Context: an optimization exercise on an open-source flow, tuned for small area. The choices shown serve that exercise and are no tape-out recipe. In this exercise RTL edits were held to simulation tests only and were not proved equivalent to the original. In every run shown here, the design's own scripts or RTL, not TritonCTS, make the clock network. No driver is modelled on the clock port, so clock power and skew are understated where the tree is cut down; a real chip needs a root buffer or a tree. Power is estimated from default activity; no workload was simulated.

==> flow/design.v <==
module sdes12_engine (
    input  wire        clk,
    input  wire        rst,
    input  wire        cmd_valid,
    input  wire [31:0] cmd,
    output wire        cmd_ready,
    output wire [31:0] status,
    output wire [11:0] result
);
    localparam [3:0] S_FIN  = 4'h0;    
    localparam [3:0] S_KG   = 4'h1;    
    localparam [3:0] S_EW   = 4'h2;    
    localparam [3:0] S_DW   = 4'h3;    
    localparam [3:0] S_WR   = 4'h4;    
    localparam [3:0] S_IRD  = 4'h5;    
    localparam [3:0] S_SBE  = 4'h6;    
    localparam [3:0] S_SBS  = 4'h7;    
    localparam [3:0] S_IRF  = 4'h8;    
    localparam [3:0] S_IRN  = 4'h9;    
    localparam [3:0] S_SW   = 4'hA;    
    localparam [3:0] S_DR   = 4'hB;    
    function [7:0] expand;
        input [5:0] h;
        expand = {h[5], h[4], h[2], h[3], h[2], h[3], h[1], h[0]};
    endfunction
    function [2:0] s1;
        input [3:0] j;
        case (j)
            4'd0:  s1 = 3'd5;  4'd1:  s1 = 3'd2;  4'd2:  s1 = 3'd1;  4'd3:  s1 = 3'd6;
            4'd4:  s1 = 3'd3;  4'd5:  s1 = 3'd4;  4'd6:  s1 = 3'd7;  4'd7:  s1 = 3'd0;
            4'd8:  s1 = 3'd1;  4'd9:  s1 = 3'd4;  4'd10: s1 = 3'd6;  4'd11: s1 = 3'd2;
            4'd12: s1 = 3'd0;  4'd13: s1 = 3'd7;  4'd14: s1 = 3'd5;  default: s1 = 3'd3;
        endcase
    endfunction
    function [2:0] s2;
        input [3:0] j;
        case (j)
            4'd0:  s2 = 3'd4;  4'd1:  s2 = 3'd0;  4'd2:  s2 = 3'd6;  4'd3:  s2 = 3'd5;
            4'd4:  s2 = 3'd7;  4'd5:  s2 = 3'd1;  4'd6:  s2 = 3'd3;  4'd7:  s2 = 3'd2;
            4'd8:  s2 = 3'd5;  4'd9:  s2 = 3'd3;  4'd10: s2 = 3'd0;  4'd11: s2 = 3'd7;
            4'd12: s2 = 3'd6;  4'd13: s2 = 3'd2;  4'd14: s2 = 3'd1;  default: s2 = 3'd4;
        endcase
    endfunction
    reg        busy;
    reg        done;
    reg [2:0]  err;
    reg [8:0]  rkv;
    reg [11:0] res;
    reg [3:0]  h;         
    reg [7:0]  ring [0:8];
    reg [8:0]  kr;        
    reg [3:0]  ix;        
    reg [3:0]  fsm;
    reg [1:0]  tp;        
    reg        ph;        
    wire [3:0]  c_op = cmd[31:28];
    wire [3:0]  c_n  = cmd[27:24];
    wire [11:0] c_d  = cmd[11:0];
    wire z_n   = (c_n == 4'd0);
    wire z_hi3 = (c_d[11:9] == 3'd0);
    wire z_hi4 = z_hi3 & ~c_d[8];
    wire z_hi6 = z_hi4 & ~c_d[7] & ~c_d[6];
    wire z_d   = z_hi6 & (c_d[5:0] == 6'd0);
    reg illegal;
    always @* begin
        case (c_op)
            4'h0: illegal = ~(z_n & z_d);
            4'h1: illegal = ~z_hi3;
            4'h2, 4'h3, 4'h9: illegal = 1'b0;
            4'h4: illegal = ~z_hi4;
            4'h5: illegal = ~z_d;
            4'h6: illegal = ~(z_n & z_hi6);
            4'h7: illegal = ~(z_n & z_hi4);
            4'h8: illegal = ~z_hi6;
            4'hA: illegal = ~z_n;
            default: illegal = 1'b1;
        endcase
        if (cmd[23:12] != 12'd0) illegal = 1'b1;
    end
    wire [8:0] nmask;
    assign nmask[8] = c_n[3] & c_n[0] | c_n[3] & c_n[1] | c_n[3] & c_n[2];
    assign nmask[7] = c_n[3];
    assign nmask[6] = c_n[3] | c_n[2] & c_n[1] & c_n[0];
    assign nmask[5] = c_n[3] | c_n[2] & c_n[1];
    assign nmask[4] = c_n[3] | c_n[2] & (c_n[1] | c_n[0]);
    assign nmask[3] = c_n[3] | c_n[2];
    assign nmask[2] = c_n[3] | c_n[2] | c_n[1] & c_n[0];
    assign nmask[1] = c_n[3] | c_n[2] | c_n[1];
    assign nmask[0] = ~z_n;
    wire n_gt9   = c_n[3] & (c_n[2] | c_n[1]);
    wire n_gt8   = n_gt9 | c_n[3] & c_n[0];
    wire keys_ok = &(rkv | ~nmask);
    wire key_ok  = rkv[c_n];
    reg [3:0] nxt;    
    reg [2:0] nerr;   
    always @* begin
        nerr = 3'd0;
        if (illegal) nerr = 3'd4;
        else case (c_op)
            4'h1: if (n_gt9) nerr = 3'd1;
            4'h2, 4'h3: if (n_gt9) nerr = 3'd1; else if (!keys_ok) nerr = 3'd2;
            4'h4: if (n_gt8) nerr = 3'd3;
            4'h5, 4'h8, 4'h9: if (n_gt8) nerr = 3'd3; else if (!key_ok) nerr = 3'd2;
            default: ;
        endcase
        if (nerr != 3'd0) nxt = S_FIN;
        else if (c_op[3:2] == 2'b00 && c_op[1:0] != 2'b00 && z_n) nxt = c_op[1] ? S_SW : S_FIN;
        else nxt = c_op;
    end
    wire ld_res = (nerr == 3'd0) && (c_op[3] | c_op[2] & (c_op[1] | c_op[0]) | c_op[1]);
    reg [3:0] h_nx;
    always @* begin
        case (h)
            4'd0: h_nx = 4'd1; 4'd1: h_nx = 4'd2; 4'd2: h_nx = 4'd3;
            4'd3: h_nx = 4'd4; 4'd4: h_nx = 4'd5; 4'd5: h_nx = 4'd6;
            4'd6: h_nx = 4'd7; 4'd7: h_nx = 4'd8; default: h_nx = 4'd0;
        endcase
    end
    wire at_ix = (h == ix);
    wire at_0  = (tp == 2'd0 && h == 4'd1) || (tp == 2'd2 && h == 4'd4) ||
                 (tp == 2'd1 && h == 4'd7);
    wire       subst = (fsm == S_SBS);
    wire [7:0] key = (tp == 2'd0) ? ring[0] : (tp == 2'd2) ? ring[3] :
                     (tp == 2'd1) ? ring[6] : 8'd0;
    wire [7:0] xin = subst ? res[7:0] : expand(res[5:0]);
    wire [7:0] y   = xin ^ key;
    wire [5:0] fo  = {s1(y[7:4]), s2(y[3:0])};
    reg        sw, zl;
    wire [5:0] rhi = res[5:0] & {6{~zl}};
    wire [5:0] rlo = res[11:6] & {6{~zl}};
    wire [11:0] rnd = {rhi, rlo ^ (fo & {6{~sw}})};
    reg       wr;
    wire [7:0] wdata = {kr[0], kr[1] & ~(fsm == S_KG && h == 4'd8),
                        kr[2], kr[3], kr[4], kr[5], kr[6], kr[7]};
    wire accept = cmd_valid & ~busy & ~rst;
    assign cmd_ready = ~busy & ~rst;
    reg fin;           
    reg [3:0] fsm_nx;
    reg [11:0] res_nx;
    reg rot;           
    reg tp_step;
    reg kv_set;        
    reg tp_nx0;
    reg ph_nx;
    always @* begin
        ph_nx = ph;
        kv_set = 1'b0;
        tp_nx0 = tp[0];
        sw = 1'b0;
        zl = 1'b0;
        fin = 1'b0;
        fsm_nx = fsm;
        res_nx = res;
        wr = 1'b0;
        rot = 1'b0;
        tp_step = 1'b0;
        case (fsm)
            S_FIN: fin = 1'b1;
            S_KG: if (ph || h == 4'd1) begin
                wr = 1'b1; rot = 1'b1; ph_nx = 1'b1;
                kv_set = (h == 4'd0) || !(tp[0] || at_ix);
                if (at_ix) tp_nx0 = 1'b1;
                if (h == 4'd0) fin = 1'b1;
            end
            S_WR: if (at_ix) begin wr = 1'b1; kv_set = 1'b1; fin = 1'b1; end
            S_IRD, S_IRF, S_IRN: begin
                if (at_ix) ph_nx = 1'b1;
                if (ph) begin
                    fin = 1'b1;
                    zl = (fsm == S_IRF);
                    res_nx = (fsm == S_IRD) ? {4'd0, y} : rnd;
                end
            end
            S_EW: if (ph || at_0) begin
                ph_nx = 1'b1;
                res_nx = rnd;
                if (at_ix) fsm_nx = S_SW;
            end
            S_DW: if (at_ix) begin
                res_nx = rnd;
                tp_step = 1'b1;
                if (at_0) fsm_nx = S_SW;
                else fsm_nx = S_DR;
            end
            S_DR: begin
                ph_nx = ~ph;
                if (ph) begin
                    res_nx = rnd;
                    tp_step = 1'b1;
                    if (at_0) fsm_nx = S_SW;
                end
            end
            S_SW: begin fin = 1'b1; sw = 1'b1; res_nx = rnd; end
            S_SBS: begin fin = 1'b1; zl = 1'b1; res_nx = rnd; end
            S_SBE: begin fin = 1'b1; res_nx = {4'd0, y}; end
            default: ;
        endcase
    end
    integer i;
    always @(posedge clk) begin
        ring[0] <= wr ? wdata : ring[8];
        for (i = 1; i < 9; i = i + 1)
            ring[i] <= ring[i-1];
        if (accept)
            kr <= {cmd[8], cmd[0], cmd[1], cmd[2], cmd[3], cmd[4], cmd[5], cmd[6], cmd[7]};
        else if (rot)
            kr <= {kr[0], kr[8:1]};
        if (accept) begin
            fsm <= nxt;
            {tp, ph} <= (nxt == S_SBS || nxt == S_SBE) ? 3'b110 : nerr;
            ix  <= {c_n[3] & ~c_n[0], c_n[2:1], c_n[0] & ~c_n[3]};
        end else begin
            fsm <= fsm_nx;
            ph  <= ph_nx;
            if (tp_step) tp <= {~tp[1] & ~tp[0], tp[1]};
            else tp[0] <= tp_nx0;
        end
        if (rst) begin
            busy <= 1'b0;
            done <= 1'b0;
            err  <= 3'd0;
            rkv  <= 9'd0;
            res  <= 12'd0;
            h    <= 4'd0;
        end else begin
            h <= h_nx;
            if (accept) begin
                busy <= 1'b1;
                done <= 1'b0;
                err  <= 3'd0;
                if (ld_res) res <= c_d;
                if (!illegal && c_op == 4'h1)
                    rkv <= 9'd0;
            end else if (busy) begin
                res <= res_nx;
                if (kv_set) rkv[h] <= 1'b1;
                if (fin) begin
                    busy <= 1'b0;
                    done <= 1'b1;
                    err  <= (fsm == S_FIN) ? {tp, ph} : 3'd0;
                end
            end
        end
    end
    assign status = {7'd0, rkv, 11'd0, err, done, busy};
    assign result = res;
endmodule
==> flow/flow/run.sh <==
#!/bin/bash
# Own layout flow: the standard ORFS flow (standard.sh) with these
# layout choices changed:
#  - synthesis: the ABC mapping step uses an area script (flow/area.abc),
#    run once per seed in MY_ABC_SEEDS keeping the smallest result, and no
#    adder extraction; everything else, including the registers, is
#    the standard synthesis (synth_recipe.tcl);
#  - port buffers use the smallest buffer cell (buf_1);
#  - clock tree: a one-level tree of MCTS_GROUPS buf_12 buffers, each
#    driving a placement cluster of flip-flops (flow/manual_cts.tcl),
#    instead of TritonCTS's H-tree;
#  - one tie cell drives all constant outputs (no per-port tie copies);
#  - timing-driven global placement does not keep its trial buffering
#    (GPL_KEEP_OVERFLOW=0); repair_design still fixes real slew/cap limits.
# Every tool's output goes to the ORFS logs under orfs/logs and to
# flow_make.log in the work folder.
set -euo pipefail
W=$(pwd)
F=$W/flow
{ cat "$F/abc_override.tcl"; cat "$W/synth_recipe.tcl"; } > "$W/own_synth.tcl"
export MY_ABC_SCRIPT=$F/area.abc
export MY_ABC_SEEDS="1 2 3 4 5 6 7 8"
export ADDER_MAP_FILE=
export SKIP_REPAIR_TIE_FANOUT=1
export GPL_KEEP_OVERFLOW=0
export BUFFER_PORTS_ARGS="-buffer_cell sky130_fd_sc_hd__buf_1"
export PRE_CTS_TCL=$F/manual_cts.tcl
export MCTS_GROUPS=4 MCTS_BUF=sky130_fd_sc_hd__buf_12 MCTS_CLK=clk MCTS_ROOT=
sed "s#SYNTH_SCRIPT=[^ ]*#SYNTH_SCRIPT=$W/own_synth.tcl#" "$W/standard.sh" > "$W/own_standard.sh"
bash "$W/own_standard.sh" > "$W/flow_make.log" 2>&1
==> flow/flow/abc_override.tcl <==
# Prepended to the standard flow's synthesis script: ORFS's technology-mapping call to
# ABC runs with the area-oriented script MY_ABC_SCRIPT instead of the
# platform's default speed script. The script's &deepsyn step is randomised:
# the mapping is run once per seed in MY_ABC_SEEDS (the string SEED in the
# script is replaced by the seed) and the smallest result (liberty cell
# area) is kept. Registers are untouched: ABC maps only the combinational
# logic between them.
proc abc {args} {
  set i [lsearch -exact $args -script]
  if { $i < 0 || ![info exists ::env(MY_ABC_SCRIPT)] } {
    yosys abc {*}$args
    return
  }
  set lib [lindex $args [expr {[lsearch -exact $args -liberty] + 1}]]
  set tmpl [read [open $::env(MY_ABC_SCRIPT)]]
  set best -1
  design -save own_abc_pre
  foreach seed $::env(MY_ABC_SEEDS) {
    design -load own_abc_pre
    set scr $::env(RESULTS_DIR)/own_abc_$seed.script
    set f [open $scr w]
    puts -nonewline $f [string map [list SEED $seed] $tmpl]
    close $f
    lset args [expr {$i + 1}] $scr
    puts "abc (area script, seed $seed): $args"
    yosys abc {*}$args
    yosys opt_clean
    set rpt $::env(RESULTS_DIR)/own_abc_$seed.stat
    yosys tee -q -o $rpt stat -liberty $lib
    set area -1
    foreach line [split [read [open $rpt]] "\n"] {
      if {[regexp {Chip area for module.*:\s*([0-9.]+)} $line -> a]} { set area $a }
    }
    puts "abc seed $seed: cell area $area"
    if { $best < 0 || $area < $best } {
      set best $area
      design -save own_abc_best
    }
  }
  design -load own_abc_best
  puts "abc: kept cell area $best"
}
==> flow/flow/area.abc <==
strash
&get -n
&deepsyn -T 75 -S SEED
&nf -R 1000 -p -F 8 -A 4
&put
==> flow/flow/manual_cts.tcl <==
# Pre-CTS hook: replace TritonCTS with a one-level clock tree. The clock
# sinks are split into MCTS_GROUPS groups of about equal size by recursive
# median cuts of their placement, and each group gets its own clock buffer
# (MCTS_BUF) placed at the group's centroid, driven from the clock port or,
# when MCTS_ROOT names a cell, from one root buffer of that cell.
proc mcts_split {pins n axis} {
  if {$n <= 1 || [llength $pins] < 2} { return [list $pins] }
  set keyed {}
  foreach p $pins {
    set loc [[sta::sta_to_db_pin $p] getAvgXY]
    lappend keyed [list [lindex $loc [expr {$axis + 1}]] $p]
  }
  set keyed [lsort -integer -index 0 $keyed]
  set half [expr {$n / 2}]
  set cut [expr {([llength $keyed] * $half) / $n}]
  set a {}; set b {}
  set i 0
  foreach kp $keyed {
    if {$i < $cut} { lappend a [lindex $kp 1] } else { lappend b [lindex $kp 1] }
    incr i
  }
  set na [expr {1 - $axis}]
  return [concat [mcts_split $a $half $na] [mcts_split $b [expr {$n - $half}] $na]]
}

proc clock_tree_synthesis {args} {
  set ngroups $::env(MCTS_GROUPS)
  set buf $::env(MCTS_BUF)
  set clk_net [get_nets $::env(MCTS_CLK)]
  set sinks {}
  foreach p [get_pins -of_objects $clk_net] {
    if {[get_property $p direction] == "input"} { lappend sinks $p }
  }
  puts "manual CTS: [llength $sinks] sinks, $ngroups groups of $buf"
  set groups [mcts_split $sinks $ngroups 0]
  set gi 0
  foreach g $groups {
    set sx 0; set sy 0
    foreach p $g {
      set loc [[sta::sta_to_db_pin $p] getAvgXY]
      set sx [expr {$sx + [lindex $loc 1]}]
      set sy [expr {$sy + [lindex $loc 2]}]
    }
    set dbu [[ord::get_db_block] getDbUnitsPerMicron]
    set cx [expr {double($sx) / [llength $g] / $dbu}]
    set cy [expr {double($sy) / [llength $g] / $dbu}]
    puts "manual CTS: group $gi: [llength $g] sinks at ($cx, $cy)"
    insert_buffer -buffer_cell $buf -net $clk_net -load_pins $g \
      -location [list $cx $cy] -buffer_name mcts_buf_$gi -net_name mcts_clk_$gi
    incr gi
  }
  if {[info exists ::env(MCTS_ROOT)] && $::env(MCTS_ROOT) != ""} {
    # one root buffer between the clock port and the group buffers
    set loads {}
    set sx 0; set sy 0
    foreach p [get_pins -of_objects $clk_net] {
      if {[get_property $p direction] != "input"} { continue }
      lappend loads $p
      set loc [[sta::sta_to_db_pin $p] getAvgXY]
      set sx [expr {$sx + [lindex $loc 1]}]
      set sy [expr {$sy + [lindex $loc 2]}]
    }
    set dbu [[ord::get_db_block] getDbUnitsPerMicron]
    set cx [expr {double($sx) / [llength $loads] / $dbu}]
    set cy [expr {double($sy) / [llength $loads] / $dbu}]
    puts "manual CTS: root $::env(MCTS_ROOT) at ($cx, $cy)"
    insert_buffer -buffer_cell $::env(MCTS_ROOT) -net $clk_net -load_pins $loads \
      -location [list $cx $cy] -buffer_name mcts_root -net_name mcts_clk_root
  }
}
==> flow/standard.sh <==
#!/bin/bash
# synth_recipe.tcl (not shown) runs the flow's synth.tcl, then flattens the netlist and writes it again
# the make line also repeats each setting of config.mk as NAME=value (left out here)
make -C /OpenROAD-flow-scripts/flow DESIGN_CONFIG=/design/flow/config.mk WORK_HOME=/design/flow/orfs CLKGATE_MAP_FILE= SYNTH_SCRIPT=/design/flow/synth_recipe.tcl "${@:-finish}"
==> flow/config.mk <==
export PLATFORM = sky130hd
export DESIGN_NAME = sdes12_engine
export DESIGN_NICKNAME = sdes12_engine
export VERILOG_FILES = /design/flow/design.v
export SDC_FILE = /design/flow/constraint.sdc
export NUM_CORES = 4
export LEC_CHECK = 0
export CAP_MARGIN = 20
export CORE_MARGIN = 2
export CORE_UTILIZATION = 70
export SLEW_MARGIN = 20
==> flow/constraint.sdc <==
create_clock -name core_clock -period 10.0 [get_ports {clk}]
set_input_delay 2.0000 -clock core_clock [delete_from_list [all_inputs] [get_ports {clk}]]
set_output_delay 2.0000 -clock core_clock [all_outputs]
set_load 0.01 [all_outputs]
==> summary.txt, run 1 <==
Final layout
  • Net count, final: 530
  • Area Overhead vs Synth: 5.83%
  • Layout cells sized above 1: 1.62%
  • Final instance area: 4910 µm²
  • Antenna cells: 0
  • Layout Cells excl Fill: 570
  • Fill cells: 438

GRT
  • Vias in the first global route: 3389
  • Top Usage Layer GRT: met2
  • Met2 global-route usage: 46.3%
  • GR Util met1: 37.2%
  • Initial antenna violation count: 0
  • Global-route wire length before repair: 16300 µm
  • Largest net degree at the start of global routing: 32
  • GRT overflow: 0
  • Total GRT Usage: 27.1%
  • Met3 Usage GRT: 2.53%

Timing
  • Hold_ws: 0.336 ns
  • Max transition margin: 33.5%
  • Slew @ Worst Pin: 0.992 ns
  • Layout Skew: 0.0160 ns
  • Final worst path period share: 53.6%
  • Fin Setup TNS: 0 ns
  • RSZ-0062 raised after global routing: false
  • Highest clock rate: 0.186 GHz
  • Min Clock Period, post-route: 5.36 ns
  • Hold Vio Cnt, Final: 0
  • Final slew viol count: 0
  • Setup violators final: 0

Place
  • PortBufs: 61
  • HPWL after DPL: 7540 µm
  • Placed inst area: 4830 µm²
  • # placed instances: 566
  • Final Wtd Congestion: 0.928

Routing
  • Detailed Route WL: 10200 µm
  • Initial DRC Count: 323
  • DRC Markers: 0
  • Detail Route Antenna Nets: 0
  • Avg WL per Cell: 17.8 µm
  • Total vias in the final route: 3614
  • Via density: 6.34
  • DRT Pass-1 Iters: 10

Status
  • Run status: timing/DRC/antenna clean

Setup path
  • RR Endpoint: res[3]$_SDFFE_PP0P_
  • Crit-path max cell delay: 0.85 ns
  • Req. time, crit path: 10.04 ns
  • FF-to-FF Start: tp[1]$_DFFE_PP_
  • WP data arrival: 5.40 ns
  • Maximum net fanout on the critical path: 13
  • Worst-path cell chain: buf_1 > nor4_1 > a221oi_1 > o311ai_0 > nand4_1 > a211oi_2 > nor3b_2 > a222oi_1 > clkinv_1
  • Worst r2r path cells: 12
  • CP max-delay cell: a211oi_2
  • R2R Setup Slk: 6.28 ns
  • CP Launch Point: cmd[25]
  • Kind of critical path: in2reg
  • CP Launch Type: primary input
  • CP Capture Type: flop

Min path
  • WHS Path Cells: 0
  • Hold EP: ring[3][0]$_DFF_P_
  • Hold Path Class: reg2reg
  • Hold_sp: ring[2][0]$_DFF_P_

Synthesis
  • Synth Flop Type: dfxtp_1
  • Asr flop ratio synth: 0%
  • Cell taking the most area after synthesis: dfxtp_1
  • Top cell type's share of synthesized area: 44.0%
  • Synth cell count leaders: dfxtp_1, nand2_1, o21ai_0
  • Syn Nets: 483
  • Mean Syn Cell Area: 10.3 µm²
  • Top cells by area, synth: dfxtp_1, edfxtp_1, nand2_1
  • Seq/Total Area, Yosys: 57.0%
  • Synth Instances: 448
  • Number of synthesized flops with an enable pin: 20
  • Cell with the most instances after synthesis: dfxtp_1
  • Number of synthesized register bits: 122
  • Synth cell types: 49
  • Cell area after synthesis: 4640 µm²
  • Yosys warnings: 2

Power and ir drop
  • Clock power frac: 22.8%
  • Combinational fraction of design power: 9.7%
  • Sequential group share of total power: 67.6%
  • Switching power: 176 µW
  • Switching Share: 22.4%
  • Lkg Pwr: 0.00176 µW
  • Cell Pwr Density: 160 nW/µm²
  • VDD IR-drop max: 0.000262 V
  • P_int: 610 µW

Floorplan
  • Row count: 29
  • I/O pin count: 80
  • DIE HEIGHT: 85.4 µm
  • Core area: 6390 µm²
  • Starting Density: 72.6%
  • Die width: 85.4 µm
  • Full die area: 7290 µm²

Run
  • MaxCap Viol Count: 0

Clock network
  • Register clock-pin slew on the reported worst setup and hold paths: 0.12 ns
  • CTS Hold Bufs: 0
  • Worst-Skew Late Latency: 0.15 ns
  • Post-cts sizing count: 0
  • Setup Buffers After CTS: 0
[stage by stage]
step / setup WS, ns / util [%] / power, µW
2_1_floorplan: 4.95 / - / 594
3_3_place_gp: 4.00 / 75.3 / 613
3_5_place_dp: 4.54 / 75.6 / 616
4_1_cts: 4.53 / 76.8 / 756
5_1_grt: 4.27 / 76.8 / 816
6_report: 4.64 / 76.8 / 786
[layout by cell type, fill, tap and decap left out, types with 4 or more instances in the layout]
cell type and count:
nand2b_1 8, nor2b_1 9, a32o_1 4, xnor2_1 14, nand3_1 12, mux2_1 7, edfxtp_1 20, a22o_1 9
a21oi_1 15, a222oi_1 13, nand2_1 60, buf_1 61, buf_12 4, a221o_1 7, nor3_1 8, dfxtp_1 102
clkinv_1 17, o21ai_0 32, nor4_1 8, nor2_1 26
[kinds of logic after synthesis]
kind of cell / Yosys count / share of synthesized area [%]
and+or+nand+nor: 150 / 15.3
DFF: 122 / 57.0
AOI/OAI and AO/OA: 112 / 17.3
buffers and inverters: 37 / 4.62
xor gates and xnor gates: 15 / 2.83
muxes: 11 / 2.83
other: 1 / 0.0809
[worst max-delay path by stage]
stage	to	slack [ns]	cells after the start
global route	res[10]$_SDFFE_PP0P_	4.27	9
finish	res[10]$_SDFFE_PP0P_	4.64	9
CTS	res[10]$_SDFFE_PP0P_	4.53	9
global placement	res[8]$_SDFFE_PP0P_	4.00	9
detailed placement	res[10]$_SDFFE_PP0P_	4.54	9
floorplan	res[10]$_SDFFE_PP0P_	4.95	8
[final cells by class, without the clock buffers]
cell class                 instances  area, µm²  share of cell area (%)
inverter                          17       63.8                    1.30
multi-input combinational        289       1790                    36.6
sequential                       122       2640                    53.9
tap                               77       96.3                    1.96
timing repair buffer              61        229                    4.67
[power by group through the flow]
| stage | combinational [µW] | sequential, µW | clock [µW] |
|---|---|---|---|
| 6_report | 75.9 | 532 | 179 |
| 5_1_grt | 83.7 | 533 | 198 |
| 4_1_cts | 74.5 | 543 | 139 |
| 3_5_place_dp | 74.0 | 542 | 0 |
| 3_3_place_gp | 71.7 | 542 | 0 |
| 2_1_floorplan | 55.3 | 538 | 0 |
[state kept, by name, indices dropped and copies added, names as in the netlist]
register and count:
tp 2, res 12, busy 1, ring 72, err 3, rkv 9, done 1, kr 9
h 4, fsm 4, ix 4, ph 1
[worst max-delay path: cells and delay by family]
kind,cells,cell delay (ns)
AOI/OAI and AO/OA,4,1.96
buffers and inverters,2,0.31
and+or+nand+nor,3,1.13
[metal layers]
layer | vias up | share of wire (%)
li1 | 1723 | -
met1 | 1684 | 41
met2 | 172 | 47
met3 | 35 | 7.5
met4 | 0 | 3.7
met5 | - | 0
==> run 2, diff against run 1 <==
--- a/flow/flow/run.sh
+++ b/flow/flow/run.sh
@@ -20,5 +20,5 @@
 { cat "$F/abc_override.tcl"; cat "$W/synth_recipe.tcl"; } > "$W/own_synth.tcl"
 export MY_ABC_SCRIPT=$F/area.abc
-export MY_ABC_SEEDS="1 2 3 4 5 6 7 8"
+export MY_ABC_SEEDS="1 2 3 4 5 6 7 8 9 10 11 12 13 14 15 16"
 export ADDER_MAP_FILE=
 export SKIP_REPAIR_TIE_FANOUT=1
==> flow/flow/area.abc (replaced) <==
strash
&get -n
&deepsyn -T 55 -S SEED
&nf -R 1000 -p -F 8 -A 4
&put
==> run 2 against run 1 <==
  * Sequential share of layout area up 0.12 points
  * Combinational power down 1%
  * Cell area down 0.23%
  * Sequential power about the same
  * Largest power group unchanged
==> summary.txt, run 2 <==
Power and ir drop
  • VDD IR-drop max: 0.000247 V (-5.7%)
  • Lkg Pwr: 0.00173 µW (-2.1%)
  • Cell Pwr Density: 161 nW/µm² (+0.21%)

Final layout
  • Commonest non-fill, non-tap cell in the layout: dfxtp_1
  • Antenna cells: 0 (unchanged)
  • Commonest non-fill, non-tap cells in the layout: dfxtp_1, nand2_1, buf_1, nor2_1, o21ai_0
  • Most flops, register: ring
  • Fill cells: 452 (+3.2%)
  • Net count, final: 537 (+1.3%)
  • Max reg flops: 72 (unchanged)
  • Largest regs: ring x72, res x12
  • Area Overhead vs Synth: 5.50%
  • Layout cells sized above 1: 0.800% (-0.82 points)
  • Final instance area: 4890 µm² (-0.23%)
  • Core Util, Final: 76.6% (-0.18 points)

Synthesis
  • Synth Area in Compound Gates: 16.5% (-0.80 points)
  • Fraction of synthesized area in multiplexers: 2.56% (-0.27 points)
  • Asr flop ratio synth: 0% (unchanged)
  • Yosys warnings: 2 (unchanged)
  • Cell taking the most area after synthesis: dfxtp_1
  • Synth cell count leaders: dfxtp_1, nand2_1, nor2_1
  • Largest family of logic cells by synthesized area: compound AO/OA/AOI/OAI gates
  • Cell with the most instances after synthesis: dfxtp_1
  • Number of synthesized register bits: 122 (unchanged)
  • Seq/Total Area, Yosys: 57.0% (about the same)
  • Top cell type's share of synthesized area: 44.0% (about the same)
  • Cell area after synthesis: 4640 µm² (about the same)
  • Syn Nets: 490 (+1.4%)
  • Top cells by area, synth: dfxtp_1, edfxtp_1, nand2_1
  • Synth Area in Simple Gates: 16.3% (+0.99 points)
  • Post-Synth XOR/XNOR Area: 3.21% (+0.38 points)
  • Post-Synth Adder-Cell Area: 0% (unchanged)
  • Synth Flop Type: dfxtp_1
  • Mean Syn Cell Area: 10.2 µm² (-1.5%)
  • Synth cell types: 45 (-8.2%)
  • Synth Instances: 455 (+1.6%)
  • Number of synthesized flops with an enable pin: 20 (unchanged)

Setup path
  • R2R Setup Slk: 5.83 ns (-0.45 ns)
  • Kind of critical path: in2reg
  • CP Capture Type: flop
  • CP Launch Point: cmd[25]
  • Worst-path cell chain: buf_1 > nand2b_1 > o22ai_1 > a2111oi_0 > o21ai_0 > a221oi_1 > nand4_1 > nor2_1 > o221ai_1 > nor2_1 > and2_0 > a222oi_1 > o21ai_0
  • Maximum net fanout on the critical path: 10 (-3)
  • CP max-delay cell: nor2_1
  • Req. time, crit path: 10.08 ns (+0.04 ns)
  • CP top delay family: simple AND/OR/NAND/NOR gates
  • Critical path buffer and inverter count: 1 (-1)
  • WP data arrival: 5.95 ns (+0.55 ns)
  • Worst r2r path cells: 15 (+3)
  • RR Endpoint: res[7]$_SDFFE_PP0P_
  • CP Launch Type: primary input
  • FF-to-FF Start: rkv[7]$_SDFFE_PP0P_
  • Crit-path max cell delay: 0.62 ns (-0.23 ns)

GRT
  • Total GRT Usage: 27.9% (+0.80 points)
  • Largest net degree at the start of global routing: 32 (unchanged)
  • Initial antenna violation count: 0 (unchanged)
  • Vias in the first global route: 3327 (-1.8%)
  • Global-route wire length before repair: 16500 µm (+1.2%)
  • GRT overflow: 0 (unchanged)

Floorplan
  • Core area: 6390 µm² (unchanged)
  • Full die area: 7290 µm² (about the same)
  • Starting Density: 72.6% (about the same)
  • Row count: 29 (unchanged)
  • DIE HEIGHT: 85.4 µm (about the same)
  • Die width: 85.4 µm (about the same)
  • I/O pin count: 80 (unchanged)

Timing
  • Final slew viol count: 0 (unchanged)
  • Hold Vio Cnt, Final: 0 (unchanged)
  • Highest clock rate: 0.170 GHz (-8.6%)
  • Setup violators final: 0 (unchanged)
  • Final worst path period share: 58.7% (+5.1 points)
  • Slew @ Worst Pin: 0.884 ns (-0.108 ns)
  • Layout Skew: 0.0135 ns (-0.00247 ns)
  • Fin Setup TNS: 0 ns (unchanged)
  • RSZ-0062 raised after global routing: false
  • Min Clock Period, post-route: 5.87 ns (+0.507 ns)
  • Max transition margin: 40.6% (+7.2 points)

Place
  • Final Wtd Congestion: 0.932 (+0.42%)
  • Placed inst area: 4810 µm² (-0.23%)
  • PortBufs: 61 (unchanged)
  • HPWL after DPL: 7890 µm (+4.6%)

Clock network
  • Post-cts sizing count: 0 (unchanged)
  • Register clock-pin slew on the reported worst setup and hold paths: 0.12 ns (about the same)
  • CTS Hold Bufs: 0 (unchanged)
  • Worst-Skew Late Latency: 0.15 ns (about the same)
  • Setup Buffers After CTS: 0 (unchanged)

Min path
  • Hold_sp: ring[4][0]$_DFF_P_
  • WHS Path Cells: 0 (unchanged)
  • Hold Path Class: reg2reg
  • Hold EP: ring[5][0]$_DFF_P_

Routing
  • DRC Markers: 0 (unchanged)
  • Initial DRC Count: 356 (+10%)
  • Avg WL per Cell: 18.0 µm (+1.1%)
  • Detailed Route WL: 10400 µm (+2.3%)
  • Total vias in the final route: 3655 (+1.1%)
  • DRT Pass-1 Iters: 7 (-3)
  • Via density: 6.33 (about the same)
  • Detail Route Antenna Nets: 0 (unchanged)

Status
  • Run status: timing/DRC/antenna clean

Run
  • MaxCap Viol Count: 0 (unchanged)
[run 2: cell count changes after synthesis, moves of 4 or more]
cell	previous run	this run
o21ai_0	33	27
a21oi_1	15	21
nand2_1	60	67
a221o_1	7	0
and2_0	3	7
nand3_1	12	8
[run 2: logic make-up after synthesis]
logic type / count (synthesis)
flip-flops: 122
AO/OA/AOI/OAI: 108
XOR/XNOR: 17
other: 1
multiplexers: 11
buffers and inverters: 34
AND/OR/NAND/NOR: 162
[run 2: worst max path at each step]
stage / to / slack, ns / cells past startpoint
after floorplan: res[7]$_SDFFE_PP0P_ / 5.23 / 16
after global placement: res[7]$_SDFFE_PP0P_ / 4.15 / 13
after detailed placement: res[7]$_SDFFE_PP0P_ / 4.04 / 13
after CTS: res[7]$_SDFFE_PP0P_ / 4.02 / 13
after global routing: res[7]$_SDFFE_PP0P_ / 3.81 / 13
final: res[7]$_SDFFE_PP0P_ / 4.13 / 13
[run 2: final cells by class, without the clock buffers]
| type | count | area, µm² | area share [%] |
|---|---|---|---|
| flip-flops and latches | 122 | 2640 | 54.0 |
| multi-input cells | 299 | 1790 | 36.7 |
| repair buffers | 61 | 229 | 4.68 |
| well taps | 77 | 96.3 | 1.97 |
| inverters | 14 | 52.6 | 1.07 |
[run 2: through the flow]
stage	worst slack (ns)	cells	power, µW	hold slack, ns
after floorplan	5.23	455	594	0.310
after global placement	4.15	573	613	0.310
after detailed placement	4.04	573	616	0.312
after CTS	4.02	577	756	0.312
after global routing	3.81	577	816	0.344
final	4.13	577	786	0.337
[run 2: where the power goes]
group / switching [µW] / internal [µW]
sequential: 12.3 / 519
clock: 114 / 65.4
combinational: 49.6 / 25.3
total: 176 / 610
[run 2: per-layer routing]
| layer | wire length [µm] | track usage (%) |
|---|---|---|
| met4 | 232 | 5.77 |
| met3 | 1010 | 3.89 |
| met5 | 0 | 0 |
| met1 | 4530 | 41.0 |
| met2 | 4620 | 44.5 |

what the ideal ports hide:
The results above use ideal ports. As a check the final layouts listed here were re-extracted and re-timed, cells and wires unchanged. Step 1: set_driving_cell puts a clkbuf_16 on clk and a buf_2 on each other input, an assumption about the parent block. Step 2, shift: input delay + t, output delay - t, t = (earliest + latest rising clock arrival at the registers) / 2. This alone moves slack from input paths to output paths. Slacks: ideal / step 1 / step 2; pairs: ideal / step 1.
run	t (ns)	setup slack, ns	clock arrival spread, ns
run 1	0.228	4.637 / 4.704 / 4.475	0.019 / 0.019
run 2	0.230	4.130 / 4.197 / 3.967	0.014 / 0.014
After both steps setup and hold are still met in every run listed. For run 2, which loses most, drivers alone change the setup slack by +0.067 ns; drivers and shift together by -0.163 ns.
